This design comes from an exercise in tuning for small area, a short achievable clock period and few clock cycles on the open sky130 flow, not from production work. Where RTL was checked, it was by simulation tests only, not by an equivalence proof against the original.

green:
## ifsb_codec
module ifsb_codec (
    input  wire        clk,
    input  wire        rst,
    input  wire        req_valid,
    input  wire [7:0]  req_data,
    output wire        req_ready,
    output wire        dout_valid,
    output wire [7:0]  dout_data,
    input  wire        dout_ready,
    output wire        rsp_valid,
    input  wire        rsp_ready,
    output wire [3:0]  rsp_code,
    output wire        rsp_has_status,
    output wire [7:0]  rsp_status,
    output wire [15:0] rsp_value,
    output wire [7:0]  rsp_consumed,
    output wire [31:0] rsp_info
);
Settings: LEC_CHECK=0, CAP_MARGIN=20, CORE_MARGIN=2, CORE_UTILIZATION=40, SLEW_MARGIN=20; clock period 10.0 ns.
standard.sh (not shown) runs the stock make flow with config.mk's settings and CLKGATE_MAP_FILE= SYNTH_SCRIPT=/design/flow/synth_recipe.tcl, a recipe that flattens the netlist after the stock synthesis.
==> flow/flow/run.sh <==
#!/bin/bash
set -euo pipefail
bash standard.sh SETUP_SLACK_MARGIN=6.8 \
  "BUFFER_PORTS_ARGS=-buffer_cell sky130_fd_sc_hd__buf_1" \
  finish > standard_flow.log 2>&1
Testbench counts of green, summed over its fixed seeds: cycles 72,419.
What red does differently from green at the input level:
--- a/flow/design.v
+++ b/flow/design.v
@@ -79,25 +79,25 @@
     wire dfire  = fire & dmode;
     wire hfire  = fire & ~dmode;
     wire afree  = ~dv | dout_ready;
     wire rem1   = (rem == 8'd1);
     wire remz   = (rem == 8'd0);
     wire cmdz   = (cmd == 8'd0);
     wire [15:0] rom_q;
     ifsb_crc_rom u_rom (
         .addr (acc[7:0] ^ abuf),
         .data (rom_q)
     );
     wire [15:0] step_out = {8'h00, acc[15:8]} ^ rom_q;
-    wire        crc_hold = s_elo & ~bv & dv & ~dout_ready;
+    wire [15:0] acc_now  = anew ? step_out : acc;
     wire hdr_last  = hfire & (hc == 2'd3);
     wire exec_free = s_idle | (s_rsp & rsp_ready);
     wire go        = (hv | hdr_last) & exec_free;
     wire op_is1    = (op == 3'd1);
     wire pre_ill   = bad |
                      ((op == 3'd0) & ~(cmdz & remz)) |
                      (op_is1 & ~remz) |
                      (((op == 3'd2) | (op == 3'd4)) & ~cmdz);
     wire op_crc    = ~pre_ill & ((op == 3'd0) | op_is1 | (op == 3'd2));
     wire op_enc    = ~pre_ill & (op == 3'd3);
     wire enc_err   = op_enc & (rem > 8'd250);
     wire op_encok  = op_enc & ~enc_err;
@@ -176,47 +176,48 @@
                   (req_valid & rsp_ready & al_p5);
     wire [7:0] len_byte = rem + 8'd5;
     wire sel_req = dmode & ~bv & (outbyte | s_crc | s_pb0 | s_pb1 | s_pb2);
     wire sel_fc  = s_idle | s_rsp;
     wire sel_cmd = s_ecmd | (go_q & s_crc & op_is1);
     wire sel_lo  = s_elo & ~bv;
     wire sel_hi  = s_ehi | (err_st & ~bv);
     wire [7:0] abuf_d = ({8{sel_req}} & req_data) |
                         ({8{bv}}      & bbuf) |
                         ({8{sel_fc}}  & 8'hFC) |
                         ({8{s_elen}}  & len_byte) |
                         ({8{sel_cmd}} & cmd) |
-                        ({8{sel_lo}}  & step_out[7:0]) |
+                        ({8{sel_lo}}  & acc_now[7:0]) |
                         ({8{sel_hi}}  & acc[15:8]);
     wire dv_set  = (a_req & outbyte) | a_b | (a_fc & ~(hdr_last & rsv1_bad)) |
                    a_len | e_cmd | a_lo | e_hi;
     wire dv_d    = run & (dv_set | (dv & ~dout_ready));
-    wire anew_d  = run & (a_req | a_b | a_fc | a_len | a_cmd | (anew & crc_hold));
+    wire anew_d  = run & (a_req | a_b | a_fc | a_len | a_cmd);
     wire acc_fc   = init & s_elen;
     wire acc_crc  = init & s_crc & op_is1;
-    wire acc_ld   = go_q | p_done_n | (anew & ~crc_hold);
+    wire acc_ld   = go_q | p_done_n | anew;
     wire acc_stp  = ~go_q & ~p_done_n;
     wire [15:0] acc_d = ({16{acc_crc}} & crc_reg) |
                         ({16{acc_fc}}  & K_FC) |
                         ({16{acc_stp}} & step_out);
     wire crc_ld   = c_end;              
-    wire code_ld  = go | abort | (s_pb0 & pend) | p_trunc | (pb0_fire & ~d_sync) |
-                    p_lenerr | p_crcerr;
-    wire [3:0] code_d = abort    ? R_ILLEGAL_OP :
-                        s_pb0    ? (~dmode ? R_NO_RESPONSE : d_zero ? R_NOOP : R_SYNC_ERR) :
-                        s_pb1    ? (~dmode ? R_TRUNCATED : R_LEN_ERR) :
-                        s_ptrunc ? R_TRUNCATED :
-                        s_pchk   ? R_CRC_ERR :
-                        pre_ill  ? R_ILLEGAL_OP :
-                        enc_err  ? R_ENC_ERR : R_OK;
+    wire code_ld  = go | abort | p_noresp | p_trunc | p_noop | p_sync | p_lenerr | p_crcerr;
+    wire [3:0] code_d = ({4{go & pre_ill}}  & R_ILLEGAL_OP) |
+                        ({4{go & enc_err}}  & R_ENC_ERR) |
+                        ({4{abort}}         & R_ILLEGAL_OP) |
+                        ({4{p_noresp}}      & R_NO_RESPONSE) |
+                        ({4{p_trunc}}       & R_TRUNCATED) |
+                        ({4{p_noop}}        & R_NOOP) |
+                        ({4{p_sync}}        & R_SYNC_ERR) |
+                        ({4{p_lenerr}}      & R_LEN_ERR) |
+                        ({4{p_crcerr}}      & R_CRC_ERR);
     wire hs_ld    = go_q | p_noop | p_ok;
     wire hs_d     = run & (p_noop | p_ok);
     wire st_req   = pb2_fire;
     wire st_clr   = go_q | p_trunc | p_crcerr;
     wire [7:0] status_d = {8{s_pb2 & dmode}} & req_data;
     wire cons_clr = go_q;
     wire cons_inc = pb0_fire | pb1_fire | pb2_fire | pd_fire | plo_fire | phi_fire;
     wire [7:0] cons_d = cons_clr ? {7'd0, pb0_fire & run} : (r_cons + 8'd1);
     wire i_req_lo = run & (pb0_fire | pb1_fire | plo_fire);
     wire i_req_hi = phi_fire;
     wire i_n      = init & s_drain & (r_code == R_ENC_ERR);
     wire i_got    = s_pdata & pend;
## What came out
Taking green as the reference, in red biggest fanout along the worst timing path decreased 1; length in cells of the worst reg-to-reg path dropped 1.
Across both runs, share of post-route cells with drive strength above 1 was higher for red than for green.
Post-CTS setup repair buffer count in red is 12 above green.
Of red and green, it is red that has the higher multi-input logic area.
Max detailed-route via count across green and red: red
Against green, red comes in 470 um higher on wire length the detailed router placed on met1.
Going from green to red, the final core utilization was found to have gone up by 1.1 points.
Number of fill cells went up by a few percent going from green to red.
Worst hold slack improves in red relative to green.
Sequential fraction of total cell area ends up higher on green.
red completed every stage of the flow, and the final layout passed the timing, design-rule and antenna checks.
The RTL of red was laid out without a check of its function.

what the ideal ports hide:
No port has a modelled driver above. Below, the same layouts with a new extraction and two added sets of constraints. Step 1 sets driving cells, clkbuf_16 on the clock port and buf_2 on the other inputs (assumed; they add their load-dependent delay and slew). Step 2 also shifts input and output timing later by t, the mid clock arrival at the registers, as if the neighbouring blocks saw the same clock. Slacks: ideal / step 1 / step 2; pairs: ideal / step 1.
| run | t (ns) | slack for setup (ns) | worst setup path after step 2 | clock arrival spread, ns | worst data-port slew with drivers (ns) |
|---|---|---|---|---|---|
| green | 0.467 | 6.827 / 6.780 / 6.442 | input to register | 0.011 / 0.010 | 0.03 |
| red | 0.469 | 6.564 / 6.561 / 6.092 | input to register | 0.007 / 0.007 | 0.06 |
After both steps every run listed still meets setup and hold. For red, which loses most, drivers alone change the setup slack by -0.003 ns; drivers and shift together by -0.472 ns.
